Background: an optimization exercise with open tools, aiming at small area. Do not read the settings as production practice. The RTL of this run was laid out without a check of its function. Power figures rest on the tool's default switching activity, not on a simulated workload.

--- flow/constraint.sdc ---
create_clock -name core_clock -period 11.0 [get_ports {clk}]
set_input_delay 2.2000 -clock core_clock [delete_from_list [all_inputs] [get_ports {clk}]]
set_output_delay 2.2000 -clock core_clock [all_outputs]
set_load 0.01 [all_outputs]
--- flow/config.mk ---
export PLATFORM = sky130hd
export DESIGN_NAME = hmmm_core
export DESIGN_NICKNAME = hmmm_core
export VERILOG_FILES = /design/flow/design.v
export SDC_FILE = /design/flow/constraint.sdc
export NUM_CORES = 4
export LEC_CHECK = 0
export CAP_MARGIN = 20
export CORE_MARGIN = 2
export CORE_UTILIZATION = 65
export PLACE_DENSITY = 0.75
export SLEW_MARGIN = 20
--- flow/design.v ---
module hmmm_core (
    input  wire        clk,
    input  wire        rst,
    input  wire [8:0]  code_size,
    output wire        imem_req,
    output wire [7:0]  imem_addr,
    input  wire        imem_ready,
    input  wire [15:0] imem_rdata,
    output wire        dmem_req,
    output wire        dmem_we,
    output wire [7:0]  dmem_addr,
    output wire [15:0] dmem_wdata,
    input  wire        dmem_ready,
    input  wire [15:0] dmem_rdata,
    output wire        in_req,
    input  wire        in_valid,
    input  wire        in_abort,
    input  wire [15:0] in_data,
    output wire        out_valid,
    output wire [15:0] out_data,
    output wire [1:0]  status,
    output wire [2:0]  cause,
    output wire [7:0]  lpc,
    input  wire [3:0]  dbg_addr,
    output wire [15:0] dbg_data
);
    localparam [4:0] S_CLR  = 5'd0,  S_FETCH = 5'd1,  S_IRLD = 5'd2,  S_EXEC = 5'd3,
                     S_ADD2 = 5'd4,  S_CHK   = 5'd5,  S_CL   = 5'd6,  S_MEM  = 5'd7,
                     S_MWAIT= 5'd8,  S_RD    = 5'd9,  S_ITER = 5'd10, S_DCOR = 5'd11,
                     S_DQUO = 5'd12, S_WB    = 5'd13, S_NX1  = 5'd14, S_NX2  = 5'd15,
                     S_DONE = 5'd16;
    reg [15:0] ring [0:14];
    reg [3:0]  c;
    reg [4:0]  st;
    reg [1:0]  status_r;
    reg [2:0]  cause_r;
    reg [7:0]  pc;
    reg [15:0] ir;
    reg [16:0] A;
    reg [15:0] Q;
    reg        f1, f2;
    reg [3:0]  cnt;
    wire [3:0] op = ir[15:12];
    wire [3:0] fx = ir[11:8];
    wire [3:0] fy = ir[7:4];
    wire [3:0] fz = ir[3:0];
    wire [7:0] n8 = ir[7:0];
    wire op0     = (op == 4'h0);
    wire is_halt = (ir == 16'h0000);
    wire is_read = op0 && (ir[7:0] == 8'h01);
    wire is_wr   = op0 && (ir[7:0] == 8'h02);
    wire is_jmpi = op0 && (ir[7:0] == 8'h03);
    wire is_ldn  = (op == 4'h1);
    wire is_ld   = (op == 4'h2);
    wire is_st   = (op == 4'h3);
    wire is_ldi  = (op == 4'h4) && (fz == 4'h0);
    wire is_sti  = (op == 4'h4) && (fz == 4'h1);
    wire is_addn = (op == 4'h5);
    wire is_add  = (op == 4'h6);
    wire is_sub  = (op == 4'h7);
    wire is_mul  = (op == 4'h8);
    wire is_div  = (op == 4'h9);
    wire is_mod  = (op == 4'hA);
    wire is_call = (op == 4'hB);
    wire is_jcc  = (op[3:2] == 2'b11);
    wire is_data = is_ld | is_st | is_ldi | is_sti;
    wire is_store = is_st | is_sti;
    reg [3:0] ra;
    always @* begin
        case (st)
        S_EXEC:           ra = op0 ? fx : fy;
        S_ITER, S_DCOR:   ra = fz;
        S_ADD2:           ra = is_addn ? fx : fz;
        S_DONE:           ra = dbg_addr;
        default:          ra = fx;
        endcase
    end
    wire [4:0]  dif = {1'b0, ra} - {1'b0, c};
    wire [3:0]  idx = dif[4] ? (dif[3:0] - 4'd1) : dif[3:0];
    reg  [15:0] rd;
    integer k;
    always @* begin
        rd = 16'd0;
        for (k = 0; k < 15; k = k + 1)
            rd = rd | ({16{(idx == k) && (ra != 4'd0)}} & ring[k]);
    end
    wire        rdz = (rd == 16'd0);
    reg  [16:0] opA;
    reg         gate, inv, cin;
    wire [16:0] opB = ({17{gate}} & {rd[15], rd}) ^ {17{inv}};
    wire [16:0] sum = opA + opB + {16'd0, cin};
    wire        lt     = (A[8:0] < code_size);
    wire        hz9    = (A[16:9] == 8'd0);
    wire        code_ok = hz9 && lt;
    wire        data_ok = hz9 && !A[8] && !lt;
    wire        taken  = is_jmpi ? 1'b1 :
                         (op[1:0] == 2'b00) ? rdz :
                         (op[1:0] == 2'b01) ? !rdz :
                         (op[1:0] == 2'b10) ? (!rd[15] && !rdz) : rd[15];
    wire        s_div  = (A[16] == rd[15]);
    wire        ovf    = (A[16] != A[15]) || (is_mul && f1);
    wire        last   = (cnt == 4'd15);
    wire [16:0] imm    = {{9{n8[7] & (is_ldn | is_addn)}}, n8};
    always @* begin
        opA  = A;
        gate = 1'b0;
        inv  = 1'b0;
        cin  = 1'b0;
        case (st)
        S_EXEC: begin
            opA  = 17'd0;
            gate = !(is_mul | is_div | is_mod);
            inv  = (is_div | is_mod) & rd[15];
        end
        S_ADD2: begin
            gate = 1'b1;
            inv  = is_sub;
            cin  = is_sub;
        end
        S_CL, S_NX1: begin
            opA  = {9'd0, pc};
            cin  = 1'b1;
        end
        S_ITER: begin
            gate = 1'b1;
            if (is_mul) begin
                opA  = {A[15:0], 1'b0};
                gate = Q[15];
                inv  = Q[15] && (cnt == 4'd0);
                cin  = Q[15] && (cnt == 4'd0);
            end else begin
                opA  = {A[15:0], Q[15]};
                inv  = s_div;
                cin  = s_div;
            end
        end
        S_DCOR: begin
            gate = 1'b1;
            inv  = s_div;
            cin  = s_div;
        end
        S_DQUO: begin
            opA  = {~Q[15], Q[14:0], ~f2};
            cin  = f1;
        end
        default: ;
        endcase
    end
    assign imem_req   = (st == S_FETCH);
    assign imem_addr  = pc;
    assign dmem_req   = (st == S_MEM);
    assign dmem_we    = is_store;
    assign dmem_addr  = A[7:0];
    assign dmem_wdata = rd;
    assign in_req     = (st == S_RD);
    assign out_valid  = (st == S_EXEC) && is_wr;
    assign out_data   = rd;
    assign status     = status_r;
    assign cause      = cause_r;
    assign lpc        = pc;
    assign dbg_data   = rd;
    wire        wb_now = (st == S_WB) && !ovf && (c == fx);
    wire [15:0] ins    = (st == S_CLR) ? 16'd0 : wb_now ? A[15:0] : ring[0];
    integer i;
    always @(posedge clk) begin
        for (i = 0; i < 14; i = i + 1)
            ring[i] <= ring[i + 1];
        ring[14] <= ins;
    end
    always @(posedge clk) begin
        if (rst) begin
            c        <= 4'd1;
            st       <= S_CLR;
            status_r <= 2'd0;
            cause_r  <= 3'd0;
            pc       <= 8'd0;
        end else begin
            c <= (c == 4'd15) ? 4'd1 : c + 4'd1;
            cnt <= cnt + 4'd1;
            case (st)
            S_CLR:   if (c == 4'd15) st <= S_FETCH;
            S_FETCH: if (imem_ready) st <= S_IRLD;
            S_IRLD:  begin ir <= imem_rdata; st <= S_EXEC; end
            S_EXEC: begin
                f1  <= 1'b0;
                cnt <= 4'd0;
                A   <= sum;
                Q   <= rd;
                if (is_halt) begin
                    status_r <= 2'd1; st <= S_DONE;
                end else if (is_read) begin
                    st <= S_RD;
                end else if (is_wr) begin
                    st <= S_NX1;
                end else if (is_jmpi) begin
                    st <= S_CHK;
                end else if (is_ldn) begin
                    A <= imm; st <= S_WB;
                end else if (is_ld | is_st | is_call | is_jcc) begin
                    A <= imm; st <= S_CHK;
                end else if (is_ldi | is_sti) begin
                    st <= S_CHK;
                end else if (is_addn) begin
                    A <= imm; st <= S_ADD2;
                end else if (is_add | is_sub) begin
                    st <= S_ADD2;
                end else if (is_mul | is_div | is_mod) begin
                    st <= S_ITER;
                end else begin
                    status_r <= 2'd2; cause_r <= 3'd2; st <= S_DONE;
                end
            end
            S_ADD2: begin A <= sum; st <= S_WB; end
            S_CHK: begin
                if (is_data) begin
                    if (!data_ok) begin
                        status_r <= 2'd2; cause_r <= is_store ? 3'd4 : 3'd3; st <= S_DONE;
                    end else st <= S_MEM;
                end else begin
                    if (!code_ok) begin
                        status_r <= 2'd2; cause_r <= 3'd5; st <= S_DONE;
                    end else if (is_call) st <= S_CL;
                    else if (taken) st <= S_NX2;
                    else st <= S_NX1;
                end
            end
            S_CL: begin A <= sum; st <= S_WB; end
            S_MEM: if (dmem_ready) st <= is_store ? S_NX1 : S_MWAIT;
            S_MWAIT: begin A <= {dmem_rdata[15], dmem_rdata}; st <= S_WB; end
            S_RD: if (in_valid) begin
                if (in_abort) begin status_r <= 2'd3; st <= S_DONE; end
                else begin A <= {in_data[15], in_data}; st <= S_WB; end
            end
            S_ITER: begin
                if (!is_mul && rdz) begin
                    status_r <= 2'd2; cause_r <= 3'd7; st <= S_DONE;
                end else begin
                    A <= sum;
                    Q <= {Q[14:0], !is_mul && s_div};
                    if (is_mul) f1 <= f1 | (sum[16] != sum[15]);
                    if (last) st <= is_mul ? S_WB : S_DCOR;
                end
            end
            S_DCOR: begin
                f2 <= !s_div && (A != 17'd0);
                f1 <= s_div && (sum == 17'd0);
                if ((!s_div && (A != 17'd0)) || (s_div && (sum == 17'd0))) A <= sum;
                st <= is_mod ? S_WB : S_DQUO;
            end
            S_DQUO: begin A <= sum; st <= S_WB; end
            S_WB: begin
                if (ovf) begin
                    status_r <= 2'd2; cause_r <= 3'd6; st <= S_DONE;
                end else if (fx == 4'd0 || c == fx) st <= S_NX1;
            end
            S_NX1: begin A <= is_call ? imm : sum; st <= S_NX2; end
            S_NX2: begin
                if (code_ok) begin pc <= A[7:0]; st <= S_FETCH; end
                else begin status_r <= 2'd2; cause_r <= 3'd1; st <= S_DONE; end
            end
            default: ;
            endcase
        end
    end
endmodule
--- flow/run.sh ---
#!/bin/bash
# synth_recipe.tcl (not shown) runs the flow's synth.tcl, then flattens the netlist and writes it again
# the make line also repeats each setting of config.mk as NAME=value (left out here)
make -C /OpenROAD-flow-scripts/flow DESIGN_CONFIG=/design/flow/config.mk WORK_HOME=/design/flow/orfs CLKGATE_MAP_FILE= SYNTH_SCRIPT=/design/flow/synth_recipe.tcl finish
==> impl_metrics.toml <==
[synthesis]
syn_area_per_cell_um2 = 9.852
yosysSeqAreaShare_pct = 48.41
yosys_most_used_dff = "dfxtp_1"
synth-edff-count = 55
synthArstFlopShare_pct = 0
synthesis.nets = 1548
syn_area_mm2 = 0.01425
ys_warn_count = 2
ys_ff_latch = 317
synth_cell_types = 93
synthCells = 1446

[timing]
setup_slack_ps = 629.4
setup_viol = 0
grt_setup_unrepaired = "no"
hold_viol_final = 0
period_share_pct = 94.28
max_slew_margin_pct = 25.48
maxSlewViolCount = 0
fin_hold_ws_ps = 345.7
worstMarginPinSlew_ps = 1114
fin_worst_skew_ps = 8.979
min_period_ps = 10370
fmax_mhz = 96.43

[cts]
cts_tree = "yes"
clk_pin_slew_ps = 70
htree_levels = 1
root_buffer = "clkbuf_16"
cts_buffers = 31
clk_latency_ps = 570
clock_sinks = 317
clock_path_buffers = 3

[detailed_routing]
drtAntennaViolNets = 0
drc = 0
routed_wl_mm = 46.27
via_per_inst = 6.782
dr_total_vias = 12710
routedWlPerCell_um = 24.69
drtIter0Drc = 1762
dr.pass1.iters = 10

[run]
drv_cap = 0

[setup_path]
critPathLaunchType = "input port"
critical_path_peak_fanout = 17
crit_path_end_kind = "register"
worst_path_largest_cell_delay_ps = 530
crit_type = "in -> reg"
arrival_ps = 10630
critPathRequiredTime_ps = 11260
cp_slowest_cell = "fa_1"

[finish]
instances_no_fill = 1874
final_cell_mix = "dfxtp_1, clkdlybuf4s50_1, nor2_1"
final_common_cell = "dfxtp_1"
nets = 1671
syn_to_final_growth_pct = 19.55
diodes = 0
final.fill_count = 1453
final_area_mm2 = 0.01703
final_layout_size_suffix_gt1_share_pct = 10.54

[placement]
port_buffers = 148
dp_slack_ps = -20.29
placed_cell_area_mm2 = 0.01590
dp.cells = 1816
gp_congestion = 0.9762
place_hpwl_mm = 32.21

[die]
io_pins = 149
rows = 54
die_h_um = 152.0
die_w_um = 152.0
die_area_mm2 = 0.02312
initial_core_util_pct = 65.69
core_mm2 = 0.02169

[global_routing]
grt_pass1_wl_mm = 71.09
grt_pass1_vias = 12582
antenna_found_initial = 1
grt_use_total_pct = 38.92
grt_max_degree = 35
gr-total-overflow = 0

[pwr]
peakVddDrop_uv = 289.5
power.leakage_nw = 6.734
powerDensity_mw_per_mm2 = 238.5

[hold_path]
hp-class = "reg -> reg"

[outcome]
outcome = "no timing/DRC/antenna violations"
## metal layers
layer	vias up	GRT usage, %	routed length [um]	share of wire (%)
li1	5628	-	-	-
met1	6023	51.51	17640	38
met2	874	61.33	20880	45
met3	183	8.272	5366	12
met4	2	18.60	2377	5.1
met5	-	0	10	0.022
## logic make-up after synthesis
logic type                 after synthesis  synth area share (%)
buffers and inverters                  186                 6.481
AOI/OAI and AO/OA                      409                 21.81
adders and majority gates               35                 3.232
xor gates and xnor gates                43                 2.740
DFF                                    317                 48.41
and+or+nand+nor                        412                 14.18
muxes                                   44                 3.144
## stage by stage
stage	TNS (ps)	utilization (%)	power [mW]
2_1_floorplan	0	-	2.258
3_3_place_gp	0	73.32	2.837
3_5_place_dp	-332.3	73.32	2.862
4_1_cts	0	78.41	3.984
5_1_grt	0	78.53	4.197
6_report	0	78.53	4.061
## area by class of cell
cell class | count | area, um2 | area share, %
sequential | 317 | 6897 | 40.49
multi-input combinational | 943 | 6487 | 38.09
timing repair buffer | 210 | 1947 | 11.43
clock buffer | 38 | 873.3 | 5.128
tap | 280 | 350.3 | 2.057
inverter | 66 | 247.7 | 1.455
clock inverter | 20 | 229.0 | 1.344
## worst paths after layout
check | startpoint | end | slack, ps | cells after the start
worst max-delay path | dbg_addr[0] | A[1] | 630 | 34
worst min-delay path | ring[9][3] | ring[8][3] | 350 | 0
worst max register to register | ir[14] | A[1] | 920 | 36
worst min register to register | ring[9][3] | ring[8][3] | 350 | 0
## synth_stat cells, types with 6 or more instances
cell	instances	area share [%]
a2111oi_0	13	0.80
a211oi_1	18	0.95
a21o_1	11	0.58
a21oi_1	72	2.5
a221o_1	11	0.77
a221oi_1	13	0.80
a222oi_1	29	2.0
a22o_1	18	1.1
a22oi_1	48	2.5
a31oi_1	14	0.61
a32o_1	9	0.63
a32oi_1	19	1.2
and2_1	11	0.48
and3_1	17	0.75
buf_2	11	0.39
buf_4	52	2.7
clkbuf_1	51	1.3
dfxtp_1	262	37
edfxtp_1	55	12
ha_1	32	2.8
inv_1	65	1.7
mux2i_1	40	2.8
nand2_1	105	2.8
nand2b_1	10	0.44
nand3_1	27	0.95
nand4_1	16	0.70
nor2_1	129	3.4
nor2b_1	10	0.44
nor3_1	34	1.2
nor4_1	12	0.53
o211ai_1	12	0.63
o21a_1	7	0.37
o21ai_0	47	1.7
o22ai_1	6	0.26
or2_2	7	0.31
xnor2_1	21	1.3
xor2_1	21	1.3
## report_power, final
| part | switching (mW) | total [mW] | internal (mW) |
|---|---|---|---|
| clock | 0.468 | 1.13 | 0.663 |
| sequential | 0.0913 | 1.33 | 1.24 |
| combinational | 1.08 | 1.60 | 0.523 |
| total | 1.64 | 4.06 | 2.43 |
## worst max-delay path, delay by kind of cell
family | cells | cell delay, ps
xor+xnor | 2 | 430
simple gates | 8 | 2140
fa+ha+maj | 5 | 1720
compound gates | 14 | 3130
buf+inv | 5 | 970
## sequential cells by signal, indices dropped and copies added (netlist names)
| register | cells |
|---|---|
| A | 17 |
| pc | 8 |
| status_r | 2 |
| f1 | 1 |
| f2 | 1 |
| Q | 16 |
| st | 5 |
| cause_r | 3 |
| ring | 240 |
| cnt | 4 |
| c | 4 |
| ir | 16 |
## repair_timing
item	4_1_cts	5_1_grt
endpoints found under the hold margin	0	0
resized for setup	0	7
hold buffers	0	0
setup buffers	0	0
setup endpoints to repair	0	18

[what the ideal ports hide]
No port has a modelled driver above. Below, the same layout with a new extraction and two added sets of constraints. Step 1 (the two cells are an assumption about what drives the block):
set clk [get_ports {clk}]
set_driving_cell -lib_cell sky130_fd_sc_hd__clkbuf_16 $clk
set_driving_cell -lib_cell sky130_fd_sc_hd__buf_2 [delete_from_list [all_inputs] $clk]
Step 2 moves the port delays by t, midway between the first and last clock arrival at a register: inputs arrive t later, outputs are due t later. That takes back most of the time a late clock gives input paths. Three values: ideal ports, drivers, drivers and shift; two values: the first two.
shift t [ns]: 0.613
setup slack, ns: 0.629 / 0.658 / 0.046
worst hold slack (ns): 0.346 / 0.346 / 0.346
worst slew at a driven data input, ns: 0.05
pins driven straight from the clock port: 1
After both steps setup and hold are still met in this run. For this run, drivers alone change the setup slack by +0.029 ns; drivers and shift together by -0.583 ns.
